What follows belongs to an exercise in optimizing a design on an open flow for small area; a production flow would make more cautious choices.
Only the layout flow was run in this run; the RTL was not checked for function there.
No activity file was given, so power comes from the tool's default toggle rates.

`standard.sh`:
```
#!/bin/bash
# synth_recipe.tcl (not shown) runs the flow's synth.tcl, then flattens the netlist and writes it again
# the make line also repeats each setting of config.mk as NAME=value (left out here)
make -C /OpenROAD-flow-scripts/flow DESIGN_CONFIG=/design/flow/config.mk WORK_HOME=/design/flow/orfs CLKGATE_MAP_FILE= SYNTH_SCRIPT=/design/flow/synth_recipe.tcl "${@:-finish}"
```
`flow/run.sh`:
```
#!/bin/bash
# Standard ORFS layout with smaller port buffers.
export BUFFER_PORTS_ARGS="-buffer_cell sky130_fd_sc_hd__buf_1"
bash standard.sh > standard.log 2>&1
```
`constraint.sdc`:
```
create_clock -name core_clock -period 10.0 [get_ports {clk}]
set_input_delay 2.0000 -clock core_clock [delete_from_list [all_inputs] [get_ports {clk}]]
set_output_delay 2.0000 -clock core_clock [all_outputs]
set_load 0.01 [all_outputs]
```
`design.v`:
```
module crc15_frame_engine (
    input  wire        clk,
    input  wire        rst,           
    input  wire [81:0] cw,            
    output wire        o_busy,
    output wire [14:0] o_crc,
    output wire        o_f_valid,
    output wire [10:0] o_f_id,
    output wire [3:0]  o_f_dlc,
    output wire [63:0] o_f_data,
    output wire [14:0] o_f_crc,
    output wire        o_err_len,
    output wire        o_err_sticky,
    output wire [15:0] o_rpm,
    output wire [7:0]  o_speed,
    output wire [6:0]  o_throttle,
    output wire        o_brake,
    output wire [7:0]  o_coolant,
    output wire [7:0]  o_steer,
    output wire [1:0]  o_phase
);
    localparam [14:0] POLY = 15'h4599;
    reg [14:0] crc;
    reg [6:0]  k;            
    reg [7:0]  speed;
    reg        coast;        
    reg        brake;
    reg [6:0]  coolant;      
    reg [10:0] f_id;
    reg [3:0]  f_dlc;
    reg [63:0] f_data;
    reg [14:0] f_crc;
    reg [1:0]  phase;
    reg [3:0]  ticks;
    reg [2:0]  idx;
    reg        busy;
    reg [6:0]  cnt;          
    reg        tk;           
    reg [14:0] hdr;          
    reg [63:0] hd;           
    reg        err_len;
    reg        err_sticky;
    wire [2:0]  op      = cw[81:79];
    wire [3:0]  b_dlc   = cw[67:64];
    wire        t_man   = cw[9];
    wire        t_accel = cw[8];
    wire        t_brk   = cw[7];
    wire [6:0]  t_thr   = cw[6:0];
    wire op_clr   = (op == 3'd1);
    wire op_bit   = (op == 3'd2);
    wire op_build = (op == 3'd3);
    wire op_tick  = (op == 3'd4);
    wire dlc_bad  = (b_dlc > 4'd8);
    wire start    = (op_build & ~dlc_bad) | op_tick;
    wire [15:0] hdr_x    = {1'b0, hdr};
    wire        hdr_bit  = hdr_x[~cnt[3:0]];
    reg         data_bit;
    always @(*) begin
        case (cnt[5:3])
            3'd0:    data_bit = hd[62];
            3'd1:    data_bit = hd[54];
            3'd2:    data_bit = hd[46];
            3'd3:    data_bit = hd[38];
            3'd4:    data_bit = hd[30];
            3'd5:    data_bit = hd[22];
            3'd6:    data_bit = hd[14];
            default: data_bit = hd[6];
        endcase
    end
    wire s_bit = cnt[6] ? hdr_bit : data_bit;
    wire last  = (cnt[2:0] == 3'd0) && (cnt[6:3] == hdr[3:0]);
    wire latch = busy & last;
    wire [6:0] t_sat = (t_thr > 7'd100) ? 7'd100 : t_thr;
    wire [2:0] q = (t_thr >= 7'd100) ? 3'd5 :
                   (t_thr >= 7'd80)  ? 3'd4 :
                   (t_thr >= 7'd60)  ? 3'd3 :
                   (t_thr >= 7'd40)  ? 3'd2 :
                   (t_thr >= 7'd20)  ? 3'd1 : 3'd0;
    wire [6:0] throttle = (brake | coast) ? 7'd0 : k;
    wire [6:0] thr_cap = (k >= 7'd71) ? 7'd80 : k + 7'd10;
    wire ph_idle   = (phase == 2'd0);
    wire ph_accel  = (phase == 2'd1);
    wire ph_cruise = (phase == 2'd2);
    wire ph_brake  = (phase == 2'd3);
    wire dec_mode = t_man ? (t_brk | ~t_accel) : ph_brake;
    wire dec_big  = ~t_man | t_brk;
    reg  [8:0] sp_delta;
    always @(*) begin
        if (dec_mode)      sp_delta = dec_big ? -9'sd10 : -9'sd2;
        else if (t_man)    sp_delta = {6'd0, q};
        else if (ph_accel) sp_delta = 9'd5;
        else               sp_delta = 9'd0;
    end
    wire [8:0] sp_sum = {1'b0, speed} + sp_delta;
    wire [7:0] n_speed = sp_sum[8] ? 8'd0 :
                         (sp_sum[7:0] > 8'd200) ? 8'd200 : sp_sum[7:0];
    wire [7:0] k_dif = {1'b0, k} - (dec_big ? 8'd6 : 8'd2);
    wire [6:0] k_dec = k_dif[7] ? 7'd0 : k_dif[6:0];
    wire [6:0] thr_set = t_man ? t_sat :
                         ph_accel ? thr_cap :
                         ph_cruise ? 7'd30 : 7'd0;
    wire       n_coast    = dec_mode & ~dec_big;
    wire [6:0] n_k        = dec_mode ? k_dec : thr_set;
    wire       n_brake    = dec_mode ? dec_big : (~t_man & ph_idle);
    wire ph_exit = ph_idle   ? (ticks[2] & ticks[0]) :
                   ph_accel  ? (speed >= 8'd95) :
                   ph_cruise ? (ticks[3] & ticks[1]) :
                               (speed <= 8'd10);
    wire [1:0] n_phase = t_man ? 2'd3 : ph_exit ? phase + 2'd1 : phase;
    wire [3:0] n_ticks = (t_man | ph_exit) ? 4'd0 : ticks + 4'd1;
    wire [6:0] n_coolant = (coolant == 7'd90) ? coolant : coolant + 7'd1;
    wire [2:0] n_idx = idx[2] ? 3'd0 : {idx[1] & idx[0], idx[1] ^ idx[0], ~idx[0]};
    wire [11:0] rpm_h = 12'd425 + {1'b0, k, 4'b0} + {2'b0, k, 3'b0} + {5'b0, k};
    wire [15:0] rpm   = {3'b0, rpm_h, 1'b0};
    reg [14:0] tick_hdr;
    always @(*) begin
        if (idx[2])
            tick_hdr = {11'h100, 4'd1};
        else case (idx[1:0])
            2'd0:    tick_hdr = {11'h0C0, 4'd2};
            2'd1:    tick_hdr = {11'h0D0, 4'd1};
            2'd2:    tick_hdr = {11'h0E0, 4'd2};
            default: tick_hdr = {11'h0F0, 4'd1};
        endcase
    end
    reg [15:0] enc;
    always @(*) begin
        if (hdr[12])
            enc = 16'h0000;
        else case (hdr[9:8])
            2'd0:    enc = rpm;
            2'd1:    enc = {speed, 8'h00};
            2'd2:    enc = {1'b0, throttle, 7'b0, brake};
            default: enc = {1'b0, coolant, 8'h00};
        endcase
    end
    reg [63:0] hd_rot, m_ld;
    integer j;
    always @(*) begin
        for (j = 0; j < 8; j = j + 1) begin
            hd_rot[63-8*j -: 8] = {hd[62-8*j -: 7], hd[63-8*j]};
            m_ld[63-8*j -: 8]   = {8{~busy & (j < b_dlc) & ~op[2]}};
        end
    end
    wire ld_tick = tk & (cnt == 7'd113);
    wire [15:0] enc_rot = {enc[14:8], enc[15], enc[6:0], enc[7]};
    wire rot_hi = busy & ~ld_tick;
    wire ld_hi  = busy & ld_tick;
    wire [63:0] hd_nxt;
    genvar g;
    generate
        for (g = 0; g < 48; g = g + 1) begin : g_hd
            ao22 u_hd (.a(hd_rot[g]), .b(busy), .c(cw[g]), .d(m_ld[g]), .y(hd_nxt[g]));
        end
        for (g = 48; g < 64; g = g + 1) begin : g_hdt
            ao222 u_hd (.a(hd_rot[g]), .b(rot_hi), .c(cw[g]), .d(m_ld[g]),
                        .e(enc_rot[g-48]), .f(ld_hi), .y(hd_nxt[g]));
        end
    endgenerate
    wire h_cw  = ~busy & ~op_tick;
    wire h_tk  = ~busy & op_tick;
    localparam [14:0] TICK_ONES = 15'b001_1111_0000_0011;
    wire [14:0] hdr_nxt;
    generate
        for (g = 0; g < 15; g = g + 1) begin : g_hdr
            if (TICK_ONES[g]) begin : g_t
                ao222 u_hdr (.a(hdr[g]), .b(busy), .c(cw[64+g]), .d(h_cw),
                             .e(tick_hdr[g]), .f(h_tk), .y(hdr_nxt[g]));
            end else begin : g_c
                ao22 u_hdr (.a(hdr[g]), .b(busy), .c(cw[64+g]), .d(h_cw), .y(hdr_nxt[g]));
            end
        end
    endgenerate
    always @(posedge clk) begin
        hd  <= hd_nxt;
        hdr <= hdr_nxt;
        tk  <= busy ? tk : op_tick;
        cnt <= (busy & ~rst) ? cnt + 7'd1 : 7'd113;
    end
    wire        crc_din = busy ? s_bit : cw[0];
    wire        fb      = crc_din ^ crc[14];
    wire [14:0] crc_stp = {crc[13:0], 1'b0} ^ (POLY & {15{fb}});
    wire c_step = ~rst & (busy ? ~last : op_bit);
    wire c_keep = ~rst & (busy ? last : ~(op_bit | op_clr | start));
    wire [14:0] crc_nxt;
    generate
        for (g = 0; g < 15; g = g + 1) begin : g_crc
            ao22 u_crc (.a(crc_stp[g]), .b(c_step), .c(crc[g]), .d(c_keep), .y(crc_nxt[g]));
        end
    endgenerate
    always @(posedge clk)
        crc <= crc_nxt;
    wire f_ld   = latch & ~rst;
    wire f_keep = ~latch & ~rst;
    reg  [63:0] hd_out;
    always @(*)
        for (j = 0; j < 8; j = j + 1)
            hd_out[63-8*j -: 8] = {hd[62-8*j -: 7], hd[63-8*j]};
    wire [93:0] f_cur = {f_id, f_dlc, f_data, f_crc};
    wire [93:0] f_new = {hdr, hd_out, crc};
    wire [93:0] f_nxt;
    generate
        for (g = 0; g < 94; g = g + 1) begin : g_f
            ao22 u_f (.a(f_new[g]), .b(f_ld), .c(f_cur[g]), .d(f_keep), .y(f_nxt[g]));
        end
    endgenerate
    always @(posedge clk)
        {f_id, f_dlc, f_data, f_crc} <= f_nxt;
    always @(posedge clk) begin
        if (rst) begin
            k          <= 7'd0;
            speed      <= 8'd0;
            coast      <= 1'b0;
            brake      <= 1'b1;
            coolant    <= 7'd20;
            phase      <= 2'd0;
            ticks      <= 4'd0;
            idx        <= 3'd0;
            busy       <= 1'b0;
            err_len    <= 1'b0;
            err_sticky <= 1'b0;
        end else if (busy) begin
            err_len <= 1'b0;
            if (last)
                busy <= 1'b0;
        end else begin
            err_len <= op_build & dlc_bad;
            if (op_build & dlc_bad)
                err_sticky <= 1'b1;
            busy <= start;
            if (op_tick) begin
                k        <= n_k;
                speed    <= n_speed;
                coast    <= n_coast;
                brake    <= n_brake;
                coolant  <= n_coolant;
                phase    <= n_phase;
                ticks    <= n_ticks;
                idx      <= n_idx;
            end
        end
    end
    assign o_busy       = busy;
    assign o_crc        = crc;
    assign o_f_valid    = ~busy & (cnt[6:4] != 3'b111);
    assign o_f_id       = f_id;
    assign o_f_dlc      = f_dlc;
    assign o_f_data     = f_data;
    assign o_f_crc      = f_crc;
    assign o_err_len    = err_len;
    assign o_err_sticky = err_sticky;
    assign o_rpm        = rpm;
    assign o_speed      = speed;
    assign o_throttle   = throttle;
    assign o_brake      = brake;
    assign o_coolant    = {1'b0, coolant};
    assign o_steer      = 8'h00;
    assign o_phase      = phase;
endmodule
module ao22 (input wire a, input wire b, input wire c, input wire d, output wire y);
    assign y = (a & b) | (c & d);
endmodule
module ao222 (input wire a, input wire b, input wire c, input wire d,
              input wire e, input wire f, output wire y);
    assign y = (a & b) | (c & d) | (e & f);
endmodule
```
`config.mk`:
```
export PLATFORM = sky130hd
export DESIGN_NAME = crc15_frame_engine
export DESIGN_NICKNAME = crc15_frame_engine
export VERILOG_FILES = /design/flow/design.v
export SDC_FILE = /design/flow/constraint.sdc
export NUM_CORES = 4
export LEC_CHECK = 0
export CAP_MARGIN = 20
export CORE_MARGIN = 2
export CORE_UTILIZATION = 60
export CTS_BUF_LIST = sky130_fd_sc_hd__clkbuf_8
export CTS_CLUSTER_DIAMETER = 45
export CTS_CLUSTER_SIZE = 16
export SLEW_MARGIN = 20
export SYNTH_HIERARCHICAL = 1
```
==> metrics.csv <==
stage,metric,value,unit
setup_path,slowest library cell on the worst path,dfxtp_1,
timing,min cycle time layout,5.68,ns
cts,deepest clock path buffer count,3,
power,Leakage,0.00484,µW
logic_synthesis,Post-Synthesis Cells,979,
cts,CTS sink cnt,232,
timing,setup violators final,0,
route,Wirelength per Cell,19.1,µm
setup_path,r2r startpoint,k[1],
cts,clk latency of the worst-skew pair,0.57,ns
cts,CTS Buf Count,26,
route,DRC Markers,0,
global_route,Total GRT Usage,0.296,
floorplanning,I/O pin count,247,
global_route,largest net degree at the start of global routing,83,
cells_and_area,Nets,1345,
setup_path,CP peak stage delay,0.55,ns
placed_design,gpl congestion,0.898,
logic_synthesis,Ys Warns,7,
route,vias,8798,
timing,RSZ-0062 raised after global routing,false,
run,Max-Cap Viols,0,
cts,PostCTS Resize Cnt,0,
setup_path,Setup CP Type,reg -> out,
cts,CTS tree,done,
cts,CTS Root Cell,clkbuf_8,
logic_synthesis,mapped cell area,10200,µm²
placed_design,placed instance count,1399,
logic_synthesis,Yosys top cell by area,dfxtp_1,
setup_path,CP Buf/Inv Count,3,
cells_and_area,Area growth syn-to-layout,15.6,%
route,drt total wl,27.7,mm
placed_design,post-DP HPWL,19.5,mm
setup_path,kind of cell adding the most delay to the critical path,adder cells,
logic_synthesis,Avg Inst Size Synth,10.4,µm²
hold_path,Hold Crit Start,err_sticky,
cells_and_area,Final Non-Filler Cells,1447,
cts,Post CTS Setup Buffer Count,0,
setup_path,crit path cell chain,"inv_1, ha_1, inv_1, fa_1, ha_1, and4b_1, o2111ai_1, nand3_1, o41ai_1, xnor2_1, buf_1",
floorplanning,Rows,47,
global_route,initial antenna violation count,0,
setup_path,crit end category,output port,
global_route,vias in the first global route,8310,
cts,htree depth,1,
cts,Worst-path clk slew,0.08,ns
route,Pre-antenna DRT Iters,5,
timing,slew at the pin closest to its max-slew limit,1.00,ns
timing,Slew Limit Fails,0,
cells_and_area,most common library cell in the layout ignoring fill and taps,buf_1,
timing,count of final hold-check violations,0,
outcome,status,finished clean,
logic_synthesis,Synth Flop Type,dfxtp_1,
setup_path,critical path startpoint,k[1],
timing,TNS Setup,0,ns
timing,period utilisation layout,0.568,
logic_synthesis,Yosys top cell area share,0.455,
logic_synthesis,sequential area share after synthesis,0.458,
route,Via density,6.08,
setup_path,CP arrival,3.68,ns
floorplanning,die height,134,µm
route,Post-DRT Antenna Nets,0,
setup_path,Worst Path Max Fanout,8,
floorplanning,Starting Density,0.613,
global_route,first-pass GRT wire length,43.2,mm
logic_synthesis,count of state elements after synthesis,232,
cells_and_area,Antenna Diode Count,0,
global_route,GR Overflow Total,0,
logic_synthesis,async set-reset flop share out of synthesis,0,
setup_path,critical path required time,8.00,ns
hold_path,hold crit path type,reg -> reg,
floorplanning,Horiz. Die Dim,134,µm
cells_and_area,ratio of cells with drive above 1 in the final layout,0.0685,
floorplanning,Core Region,16600,µm²
timing,Worst Clk Skew,0.0208,ns
cts,Post-CTS Hold Fix Bufs,0,
timing,fmax,0.176,GHz
timing,Relative slew margins,0.331,
cells_and_area,"commonest non-fill, non-tap cells in the layout","buf_1 (233), dfxtp_1 (230), a22o_1 (165)",
logic_synthesis,Post-synth EDFFs,1,
logic_synthesis,Netlist cell types,77,
route,DR iter-0 viols,668,
logic_synthesis,Area contributors post-synth,"dfxtp_1 (45%), a22o_1 (14%), ha_1 (6.0%), inv_1 (2.4%), a222oi_1 (2.3%)",
power,power density over the cells,169,nW/µm²
floorplanning,DIE AREA,18000,µm²
placed_design,Buffers on Ports,233,
power,VDD IR max,0.185,mV
setup_path,Startpoint Class,register,
metal layers:
layer	wire length, µm	track usage	vias to the layer above
met2	12600	0.467	383
met5	0	0	-
met4	994	0.120	0
met1	12000	0.406	4200
li1	-	-	4133
met3	2010	0.0476	82
worst register-to-register path, cell delays in order (launching register included):
cell      delay (ns)
dfxtp_1         0.55
inv_1           0.15
ha_1            0.34
inv_1           0.09
fa_1            0.42
ha_1            0.35
a31oi_1         0.29
o21bai_1        0.12
a21oi_1         0.21
xnor2_1         0.12
mux4_2          0.48
nor2b_1         0.15
a222oi_1        0.32
inv_1           0.06
final timing paths:
check          endpoint  slack [ns]  depth (start not counted)
max           o_rpm[12]        4.32                         11
min          err_sticky        0.46                          1
max reg2reg      hd[58]        6.27                         13
min reg2reg  err_sticky        0.46                          1
Yosys cell counts (11+ instances only):
cell	instances
dfxtp_1	231
a22o_1	165
inv_1	66
nor2_1	51
ha_1	49
nand2_1	40
a21oi_1	38
buf_4	30
o21ai_0	25
a222oi_1	23
nor3_1	21
xnor2_1	20
clkbuf_1	16
xor2_1	15
a211oi_1	11
modules after synthesis (local to each module, per instance):
| module | flops+latches | copies in the design |
|---|---|---|
| ao22 | 0 | 165 |
| crc15_frame_engine | 232 | 1 |
| ao222 | 0 | 23 |
report_power, final:
part           internal (µW)  total [µW]  switching [µW]
registers                959        1000            40.8
logic                   92.0         226             134
clock network            377         754             377
total                   1430        1980             552
registers in the layout, indices dropped and copies added, names as in the netlist, 7 cells and up:
| signal | flops |
|---|---|
| f_id | 11 |
| crc | 15 |
| hd | 64 |
| k | 7 |
| speed | 8 |
| coolant | 7 |
| f_crc | 15 |
| cnt | 7 |
| hdr | 15 |
| f_data | 64 |
cells by family after synthesis:
group	share of synthesized area
AOI/OAI and AO/OA	0.267
DFF	0.458
and+or+nand+nor	0.0896
buffers and inverters	0.0565
adders and majority gates	0.0702
xor gates and xnor gates	0.0329
muxes	0.0252
other	0.000369
layout make-up:
class | count | area, µm²
Clock buffer | 27 | 372
Inverter | 68 | 255
Fill cell | 1334 | 4840
Multi-Input combinational cell | 639 | 4990
Timing Repair Buffer | 240 | 927
Clock inverter | 21 | 267
Sequential cell | 232 | 4660
Tap cell | 220 | 275
through the flow:
| step | worst slack (ns) | power [µW] | hold WS (ns) | instance area [µm²] | util |
|---|---|---|---|---|---|
| after global placement | 4.74 | 1240 | 0.436 | 11100 | 0.670 |
| after detailed placement | 4.64 | 1240 | 0.439 | 11100 | 0.670 |
| final | 4.32 | 1980 | 0.460 | 11700 | 0.708 |
| after global routing | 4.09 | 2060 | 0.475 | 11700 | 0.708 |
| after floorplan | 4.10 | 1170 | 0.455 | 10200 | - |
| after CTS | 4.32 | 1990 | 0.460 | 11700 | 0.708 |

what the ideal ports hide:
The results above use ideal ports. As a check the final layout listed here was re-extracted and re-timed, cells and wires unchanged.
Step 1 assumes that a clkbuf_16 drives the clock port and a buf_2 every other input.
Step 2 moves the port delays by t, midway between the first and last clock arrival at a register: inputs arrive t later, outputs are due t later. That takes back most of the time a late clock gives input paths.
a / b / c = ideal / step 1 / step 2; a / b = the first two.
t (ns): 0.593
setup slack, ns: 4.320 / 4.281 / 4.580
hold WS [ns]: 0.460 / 0.460 / 0.460
worst setup path after step 2: input to register
cell pins on the clock port's net: 1
After both steps setup and hold are still met in this run. For this run, drivers alone change the setup slack by -0.039 ns; drivers and shift together by +0.260 ns.
